This is an optimization exercise on Yosys and OpenROAD, whose aim is a short achievable clock period and few clock cycles, not a production implementation.
Power is estimated from default activity; no workload was simulated.

==> job 6272: inputs <==
==> flow/design.v <==
module stella_bus_engine (
  input  wire        clk,
  input  wire        rst_n,
  input  wire        cmd_valid,
  output wire        cmd_ready,
  input  wire [26:0] cmd,
  output wire        rsp_valid,
  output wire [8:0]  rsp,
  output wire        claim,
  input  wire        map_ok,
  output wire [1:0]  fault,
  output wire        per_rd,
  output wire        per_wr,
  output wire        per_sel,
  output wire [15:0] per_addr,
  output wire [7:0]  per_wdata,
  input  wire [7:0]  per_rdata,
  output wire [22:0] line_out,
  output wire        ctl_oe,
  output wire        data_oe,
  input  wire [7:0]  line_din
);
  localparam integer K  = 4;    
  localparam integer KT = 3;    
  reg        a_v;
  reg [26:0] a_cmd;
  reg        a_map;
  reg        rdy_q;
  always @(posedge clk) begin
    a_cmd <= cmd;
    a_map <= map_ok;
    a_v   <= rst_n & cmd_valid & rdy_q;
  end
  reg f_rdy;     
  reg f_flt;     
  wire [2:0] op      = a_cmd[26:24];
  wire       win     = a_cmd[20];
  wire       op_peek = (op == 3'd1);
  wire       op_poke = (op == 3'd2);
  wire       op_inst = (op == 3'd6);
  wire       op_ok   = (op == 3'd0) | op_peek | op_poke | op_inst;
  wire live   = a_v & !f_flt;
  wire d_txn  = live & f_rdy & (op_peek | op_poke);
  wire d_prot = live & (((op_peek | op_poke) & !f_rdy) | (op_inst & f_rdy));
  wire d_inst = live & op_inst & !f_rdy;
  wire d_ibad = d_inst & !a_map;
  wire d_rsp  = live & !d_prot & !d_ibad;
  reg        p_rsp, p_txn, p_dir, p_pin, p_pout, p_ok, p_iok;
  reg [1:0]  p_fcode;
  reg        per_rd_q, per_wr_q, claim_q;
  reg [15:0] per_addr_q;
  reg [7:0]  per_wdata_q;
  always @(posedge clk) begin
    per_addr_q  <= a_cmd[23:8];
    per_wdata_q <= a_cmd[7:0];
    p_dir       <= !(op_peek & win);
    p_pin       <= op_peek & win;
    p_pout      <= op_peek & !win;
    p_ok        <= op_ok;
    if (!rst_n) begin
      f_rdy    <= 1'b0;
      f_flt    <= 1'b0;
      p_rsp    <= 1'b0;
      p_txn    <= 1'b0;
      p_iok    <= 1'b0;
      p_fcode  <= 2'd0;
      per_rd_q <= 1'b0;
      per_wr_q <= 1'b0;
      claim_q  <= 1'b0;
    end else begin
      if (d_inst & a_map)  f_rdy <= 1'b1;
      if (d_prot | d_ibad) f_flt <= 1'b1;
      p_rsp    <= d_rsp;
      p_txn    <= d_txn;
      p_iok    <= d_inst & a_map;
      p_fcode  <= d_prot ? 2'd3 : (d_ibad ? 2'd1 : 2'd0);
      per_rd_q <= d_txn & op_peek & !win;
      per_wr_q <= d_txn & op_poke & !win;
      claim_q  <= d_inst;
    end
  end
  assign per_rd    = per_rd_q;
  assign per_wr    = per_wr_q;
  assign per_sel   = per_addr_q[7];
  assign per_addr  = per_addr_q;
  assign per_wdata = per_wdata_q;
  assign claim     = claim_q;
  reg [1:0] fault_q;
  always @(posedge clk) begin
    if (!rst_n)                fault_q <= 2'd0;
    else if (p_fcode != 2'd0)  fault_q <= p_fcode;
  end
  assign fault     = fault_q;
  assign cmd_ready = rdy_q;
  wire [7:0] p_data = p_pout ? per_rdata : per_wdata_q;
  reg [KT-1:0] tv;
  reg [KT-1:0] t_dir;
  reg [12:0]   t_addr [0:KT-1];
  reg [7:0]    t_data [0:KT-1];
  reg [22:0] lines_q;
  reg        doe_q, ctl_q;
  reg        ph_idle, ph_load, ph_unl;    
  reg [2:0]  cnt;
  reg        cur_rd;
  reg [7:0]  rd_byte;
  reg        rd_full;
  wire eng_load = ph_idle & tv[0];
  wire eng_end  = ph_unl & (cnt == 3'd7) & !(cur_rd & rd_full);
  wire [KT-1:0] ts = eng_load ? {1'b0, tv[KT-1:1]} : tv;
  integer i;
  always @(posedge clk) begin
    for (i = 0; i < KT; i = i + 1) begin
      if (p_txn && !ts[i] && (i == 0 || ts[i-1])) begin
        t_dir[i]  <= p_dir;
        t_addr[i] <= per_addr_q[12:0];
        t_data[i] <= p_data;
      end else if (eng_load && i < KT-1) begin
        t_dir[i]  <= t_dir[i+1];
        t_addr[i] <= t_addr[i+1];
        t_data[i] <= t_data[i+1];
      end
    end
    if (!rst_n) tv <= {KT{1'b0}};
    else        tv <= p_txn ? {ts[KT-2:0], 1'b1} : ts;
  end
  always @(posedge clk) begin
    if (eng_load) begin
      lines_q[21:0] <= {t_dir[0], t_data[0], t_addr[0]};
      doe_q         <= t_dir[0];
      cur_rd        <= !t_dir[0];
    end else if (p_iok) begin
      lines_q[21:0] <= 22'd0;
      doe_q         <= 1'b0;
    end
    if (ph_load)      lines_q[22] <= 1'b0;
    else if (eng_end || p_iok) lines_q[22] <= 1'b1;
    if (ph_load)     cnt <= 3'd0;
    else if (cnt != 3'd7) cnt <= cnt + 3'd1;
    if (ph_unl && cnt == 3'd7 && cur_rd && !rd_full) rd_byte <= line_din;
    if (!rst_n) begin
      ctl_q   <= 1'b0;
      ph_idle <= 1'b1;
      ph_load <= 1'b0;
      ph_unl  <= 1'b0;
    end else begin
      if (p_iok) ctl_q <= 1'b1;
      ph_idle <= (ph_idle & !tv[0]) | eng_end;
      ph_load <= eng_load;
      ph_unl  <= ph_load | (ph_unl & !eng_end);
    end
  end
  assign line_out = lines_q;
  assign data_oe  = doe_q;
  assign ctl_oe   = ctl_q;
  reg [K-1:0] rv;
  reg [K-1:0] q_w;             
  reg [8:0]   q_val [0:K-1];
  reg         rsp_v_q;
  reg [8:0]   rsp_q;
  wire          r_pop = rv[0] & (!q_w[0] | rd_full);
  wire [K-1:0]  rs    = r_pop ? {1'b0, rv[K-1:1]} : rv;
  always @(posedge clk) begin
    for (i = 0; i < K; i = i + 1) begin
      if (p_rsp && !rs[i] && (i == 0 || rs[i-1])) begin
        q_w[i]   <= p_pin;
        q_val[i] <= {p_ok, p_pout ? per_rdata : 8'h00};
      end else if (r_pop && i < K-1) begin
        q_w[i]   <= q_w[i+1];
        q_val[i] <= q_val[i+1];
      end
    end
    rsp_q <= q_w[0] ? {1'b1, rd_byte} : q_val[0];
    if (!rst_n) begin
      rv      <= {K{1'b0}};
      rsp_v_q <= 1'b0;
      rd_full <= 1'b0;
    end else begin
      rv      <= p_rsp ? {rs[K-2:0], 1'b1} : rs;
      rsp_v_q <= r_pop;
      if (ph_unl && cnt == 3'd7 && cur_rd && !rd_full) rd_full <= 1'b1;
      else if (r_pop && q_w[0])                         rd_full <= 1'b0;
    end
  end
  assign rsp_valid = rsp_v_q;
  assign rsp       = rsp_q;
  reg [K-1:0]  cr;
  reg [KT-1:0] ct;
  wire c_inc = a_v;
  wire t_inc = a_v & (op_peek | op_poke);
  wire [K-1:0]  cr_n = (c_inc & !r_pop)    ? {cr[K-2:0], 1'b1} :
                       (!c_inc & r_pop)    ? {1'b0, cr[K-1:1]} : cr;
  wire [KT-1:0] ct_n = (t_inc & !eng_load) ? {ct[KT-2:0], 1'b1} :
                       (!t_inc & eng_load) ? {1'b0, ct[KT-1:1]} : ct;
  wire r_room = (a_v & rdy_q) ? !cr[K-3] : (a_v | rdy_q) ? !cr[K-2] : !cr[K-1];
  wire t_room = (a_v & rdy_q) ? !ct[KT-3] : (a_v | rdy_q) ? !ct[KT-2] : !ct[KT-1];
  always @(posedge clk) begin
    if (!rst_n) begin
      cr    <= {K{1'b0}};
      ct    <= {KT{1'b0}};
      rdy_q <= 1'b1;
    end else begin
      cr    <= cr_n;
      ct    <= ct_n;
      rdy_q <= !f_flt & r_room & t_room;
    end
  end
endmodule
==> flow/run.sh <==
#!/bin/bash
# synth_recipe.tcl (not shown) runs the flow's synth.tcl, then flattens the netlist and writes it again
# the make line also repeats each setting of config.mk as NAME=value (left out here)
make -C /OpenROAD-flow-scripts/flow DESIGN_CONFIG=/design/flow/config.mk WORK_HOME=/design/flow/orfs CLKGATE_MAP_FILE= SYNTH_SCRIPT=/design/flow/synth_recipe.tcl finish
==> flow/config.mk <==
export PLATFORM = sky130hd
export DESIGN_NAME = stella_bus_engine
export DESIGN_NICKNAME = stella_bus_engine
export VERILOG_FILES = /design/flow/design.v
export SDC_FILE = /design/flow/constraint.sdc
export NUM_CORES = 4
export LEC_CHECK = 0
export ABC_CLOCK_PERIOD_IN_PS = 1400
export CAP_MARGIN = 20
export CORE_MARGIN = 2
export CORE_UTILIZATION = 40
export CTS_BUF_LIST = sky130_fd_sc_hd__clkbuf_16
export CTS_CLUSTER_DIAMETER = 300
export CTS_CLUSTER_SIZE = 30
export SETUP_SLACK_MARGIN = 2.5
export SLEW_MARGIN = 20
==> flow/constraint.sdc <==
create_clock -name core_clock -period 4.0 [get_ports {clk}]
set_input_delay 0.8000 -clock core_clock [delete_from_list [all_inputs] [get_ports {clk}]]
set_output_delay 0.8000 -clock core_clock [all_outputs]
set_load 0.01 [all_outputs]
==> inputs of job 8757, as changes to job 6272 <==
==> flow/design.v, changed modules only <==
module stella_bus_engine (
  input  wire        clk,
  input  wire        rst_n,
  input  wire        cmd_valid,
  output wire        cmd_ready,
  input  wire [26:0] cmd,
  output wire        rsp_valid,
  output wire [8:0]  rsp,
  output wire        claim,
  input  wire        map_ok,
  output wire [1:0]  fault,
  output wire        per_rd,
  output wire        per_wr,
  output wire        per_sel,
  output wire [15:0] per_addr,
  output wire [7:0]  per_wdata,
  input  wire [7:0]  per_rdata,
  output wire [22:0] line_out,
  output wire        ctl_oe,
  output wire        data_oe,
  input  wire [7:0]  line_din
);
  localparam integer K  = 8;    
  localparam integer KT = 4;    
  reg        a_v;
  reg [26:0] a_cmd;
  reg        a_map;
  reg        rdy_q;
  always @(posedge clk) begin
    a_cmd <= cmd;
    a_map <= map_ok;
    a_v   <= rst_n & cmd_valid & rdy_q;
  end
  reg f_rdy;     
  reg f_flt;     
  wire [2:0] op      = a_cmd[26:24];
  wire       win     = a_cmd[20];
  wire       op_peek = (op == 3'd1);
  wire       op_poke = (op == 3'd2);
  wire       op_inst = (op == 3'd6);
  wire       op_ok   = (op == 3'd0) | op_peek | op_poke | op_inst;
  wire live   = a_v & !f_flt;
  wire d_txn  = live & f_rdy & (op_peek | op_poke);
  wire d_prot = live & (((op_peek | op_poke) & !f_rdy) | (op_inst & f_rdy));
  wire d_inst = live & op_inst & !f_rdy;
  wire d_ibad = d_inst & !a_map;
  wire d_rsp  = live & !d_prot & !d_ibad;
  reg        p_rsp, p_txn, p_dir, p_pin, p_pout, p_ok, p_iok;
  reg [1:0]  p_fcode;
  reg        per_rd_q, per_wr_q, claim_q;
  reg [15:0] per_addr_q;
  reg [7:0]  per_wdata_q;
  always @(posedge clk) begin
    per_addr_q  <= a_cmd[23:8];
    per_wdata_q <= a_cmd[7:0];
    p_dir       <= !(op_peek & win);
    p_pin       <= op_peek & win;
    p_pout      <= op_peek & !win;
    p_ok        <= op_ok;
    if (!rst_n) begin
      f_rdy    <= 1'b0;
      f_flt    <= 1'b0;
      p_rsp    <= 1'b0;
      p_txn    <= 1'b0;
      p_iok    <= 1'b0;
      p_fcode  <= 2'd0;
      per_rd_q <= 1'b0;
      per_wr_q <= 1'b0;
      claim_q  <= 1'b0;
    end else begin
      if (d_inst & a_map)  f_rdy <= 1'b1;
      if (d_prot | d_ibad) f_flt <= 1'b1;
      p_rsp    <= d_rsp;
      p_txn    <= d_txn;
      p_iok    <= d_inst & a_map;
      p_fcode  <= d_prot ? 2'd3 : (d_ibad ? 2'd1 : 2'd0);
      per_rd_q <= d_txn & op_peek & !win;
      per_wr_q <= d_txn & op_poke & !win;
      claim_q  <= d_inst;
    end
  end
  assign per_rd    = per_rd_q;
  assign per_wr    = per_wr_q;
  assign per_sel   = per_addr_q[7];
  assign per_addr  = per_addr_q;
  assign per_wdata = per_wdata_q;
  assign claim     = claim_q;
  reg        r_rsp, r_txn, r_dir, r_pin, r_pout, r_ok;
  reg [12:0] r_addr;
  reg [7:0]  r_data;
  reg [1:0]  fault_q;
  always @(posedge clk) begin
    r_dir  <= p_dir;
    r_pin  <= p_pin;
    r_pout <= p_pout;
    r_ok   <= p_ok;
    r_addr <= per_addr_q[12:0];
    r_data <= p_pout ? per_rdata : per_wdata_q;
    if (!rst_n) begin
      r_rsp   <= 1'b0;
      r_txn   <= 1'b0;
      fault_q <= 2'd0;
    end else begin
      r_rsp <= p_rsp;
      r_txn <= p_txn;
      if (p_fcode != 2'd0) fault_q <= p_fcode;
    end
  end
  assign fault = fault_q;
  assign cmd_ready = rdy_q;
  reg [KT-1:0] tv;
  reg [KT-1:0] t_dir;
  reg [12:0]   t_addr [0:KT-1];
  reg [7:0]    t_data [0:KT-1];
  reg [22:0] lines_q;
  reg        doe_q, ctl_q;
  reg        ph_idle, ph_load, ph_unl;    
  reg [2:0]  cnt;
  reg        cur_rd;
  reg [7:0]  rd_byte;
  reg        rd_full;
  wire eng_load = ph_idle & tv[0];
  wire eng_end  = ph_unl & (cnt == 3'd7) & !(cur_rd & rd_full);
  wire [KT-1:0] ts = eng_load ? {1'b0, tv[KT-1:1]} : tv;
  integer i;
  always @(posedge clk) begin
    for (i = 0; i < KT; i = i + 1) begin
      if (r_txn && !ts[i] && (i == 0 || ts[i-1])) begin
        t_dir[i]  <= r_dir;
        t_addr[i] <= r_addr;
        t_data[i] <= r_data;
      end else if (eng_load && i < KT-1) begin
        t_dir[i]  <= t_dir[i+1];
        t_addr[i] <= t_addr[i+1];
        t_data[i] <= t_data[i+1];
      end
    end
    if (!rst_n) tv <= {KT{1'b0}};
    else        tv <= r_txn ? {ts[KT-2:0], 1'b1} : ts;
  end
  always @(posedge clk) begin
    if (eng_load) begin
      lines_q[21:0] <= {t_dir[0], t_data[0], t_addr[0]};
      doe_q         <= t_dir[0];
      cur_rd        <= !t_dir[0];
    end else if (p_iok) begin
      lines_q[21:0] <= 22'd0;
      doe_q         <= 1'b0;
    end
    if (ph_load)      lines_q[22] <= 1'b0;
    else if (eng_end || p_iok) lines_q[22] <= 1'b1;
    if (ph_load)     cnt <= 3'd0;
    else if (cnt != 3'd7) cnt <= cnt + 3'd1;
    if (ph_unl && cnt == 3'd7 && cur_rd && !rd_full) rd_byte <= line_din;
    if (!rst_n) begin
      ctl_q   <= 1'b0;
      ph_idle <= 1'b1;
      ph_load <= 1'b0;
      ph_unl  <= 1'b0;
    end else begin
      if (p_iok) ctl_q <= 1'b1;
      ph_idle <= (ph_idle & !tv[0]) | eng_end;
      ph_load <= eng_load;
      ph_unl  <= ph_load | (ph_unl & !eng_end);
    end
  end
  assign line_out = lines_q;
  assign data_oe  = doe_q;
  assign ctl_oe   = ctl_q;
  reg [K-1:0] rv;
  reg [K-1:0] q_w;             
  reg [8:0]   q_val [0:K-1];
  reg         rsp_v_q;
  reg [8:0]   rsp_q;
  wire          r_pop = rv[0] & (!q_w[0] | rd_full);
  wire [K-1:0]  rs    = r_pop ? {1'b0, rv[K-1:1]} : rv;
  always @(posedge clk) begin
    for (i = 0; i < K; i = i + 1) begin
      if (r_rsp && !rs[i] && (i == 0 || rs[i-1])) begin
        q_w[i]   <= r_pin;
        q_val[i] <= {r_ok, r_pout ? r_data : 8'h00};
      end else if (r_pop && i < K-1) begin
        q_w[i]   <= q_w[i+1];
        q_val[i] <= q_val[i+1];
      end
    end
    rsp_q <= q_w[0] ? {1'b1, rd_byte} : q_val[0];
    if (!rst_n) begin
      rv      <= {K{1'b0}};
      rsp_v_q <= 1'b0;
      rd_full <= 1'b0;
    end else begin
      rv      <= r_rsp ? {rs[K-2:0], 1'b1} : rs;
      rsp_v_q <= r_pop;
      if (ph_unl && cnt == 3'd7 && cur_rd && !rd_full) rd_full <= 1'b1;
      else if (r_pop && q_w[0])                         rd_full <= 1'b0;
    end
  end
  assign rsp_valid = rsp_v_q;
  assign rsp       = rsp_q;
  reg [3:0] ocr;    
  reg [2:0] oct;    
  wire [3:0] ocr_n = ocr + {3'd0, a_v} - {3'd0, r_pop};
  wire [2:0] oct_n = oct + {2'd0, a_v & (op_peek | op_poke)} - {2'd0, eng_load};
  always @(posedge clk) begin
    if (!rst_n) begin
      ocr   <= 4'd0;
      oct   <= 3'd0;
      rdy_q <= 1'b1;
    end else begin
      ocr   <= ocr_n;
      oct   <= oct_n;
      rdy_q <= !f_flt & !d_prot & !d_ibad &
               ({1'b0, ocr_n} + {4'd0, rdy_q} < K) &
               ({1'b0, oct_n} + {3'd0, rdy_q} < KT);
    end
  end
endmodule
- CTS_BUF_LIST: sky130_fd_sc_hd__clkbuf_16 -> default
- CTS_CLUSTER_DIAMETER: 300 -> default
- CTS_CLUSTER_SIZE: 30 -> default
- SETUP_SLACK_MARGIN: 2.5 -> 2.6
==> inputs of job 115, as changes to job 6272 <==
- ABC_CLOCK_PERIOD_IN_PS: 1400 -> 1500
- CTS_BUF_LIST: sky130_fd_sc_hd__clkbuf_16 -> default
- CTS_CLUSTER_DIAMETER: 300 -> default
- CTS_CLUSTER_SIZE: 30 -> default
- SETUP_SLACK_MARGIN: 2.5 -> 2.4
==> qor summary <==
quantity                                                               job 8757        job 115       job 6272
Number of cells in the finished layout apart from fillers                 1,436          1,046          1,045
CTS H-tree depth                                                              2              1              1
Drt via density                                                           5.044          4.908          4.989
Pin count of the biggest net entering global routing                         23             23             32
End of the critical path                                       rdy_q$_SDFF_PN1_   line_out[21]        data_oe
Buffer count excluding the clock tree in the final layout                   247            181            204
Post-synthesis share of cell area spent on xor and xnor gates           0.4366%        0.3143%        0.3143%
Invs w/o clock                                                               22             19             19
Post-synth top area share                                                49.65%         49.21%         49.21%
Number of rows created at floorplan                                          63             52             52
Fin crit share                                                           54.06%         47.26%         47.10%
Combinational-cell power consumption                                     410 uW         294 uW         320 uW
Required time worst endpoint                                            4.42 ns        3.20 ns        3.20 ns
Power per cell area                                               410.2 nW/um^2  469.8 nW/um^2  356.8 nW/um^2
Min Tclk post-route                                                    2.162 ns       1.890 ns       1.884 ns
Via count of the first global-routing pass                                7,298          5,242          5,317
Area of placed instances                                           13,990 sq um     9806 sq um     9851 sq um
Multiplexer share of the synthesized area                                14.72%         10.36%         10.36%
Min Hold Slack                                                        0.3233 ns      0.3252 ns      0.3311 ns
Critical path depth                                                          12              1              1
Combinational group share of total power                                   5.6%           5.3%           7.5%
Outcome                                        no timing/DRC/antenna violations  no timing/DRC/antenna violations  no timing/DRC/antenna violations
Proportion of power drawn by the clock network                            42.0%          46.0%          28.8%
Function was not checked in any run of this note: the RTL went through the layout flow alone.

## static timing again, ports no longer ideal
The flow's constraints put no driver on any port. The routed layouts listed below were extracted and timed again, unchanged, in two steps.
Step 1 sets driving cells, clkbuf_16 on the clock port and buf_2 on the other inputs (assumed; they add their load-dependent delay and slew).
Step 2 adds t to the input delays and takes it off the output delays; t is the mean of the earliest and latest rising clock arrival at the registers after step 1. Input paths then give back, and output paths get back, about the clock's delay inside the block.
Three values: ideal ports, drivers, drivers and shift; two values: the first two.
run | t (ns) | setup WS [ns] | worst setup path at the end
job 6272 | 0.502 | 2.116 / 2.073 / 1.954 | input to register
job 8757 | 0.571 | 1.838 / 1.838 / 1.838 | register to register
job 115 | 0.544 | 2.110 / 2.068 / 1.892 | input to register
After both steps setup and hold are still met in every run listed. The setup slack of job 115, which loses most, moves by -0.042 ns with the drivers and by -0.218 ns with both steps.
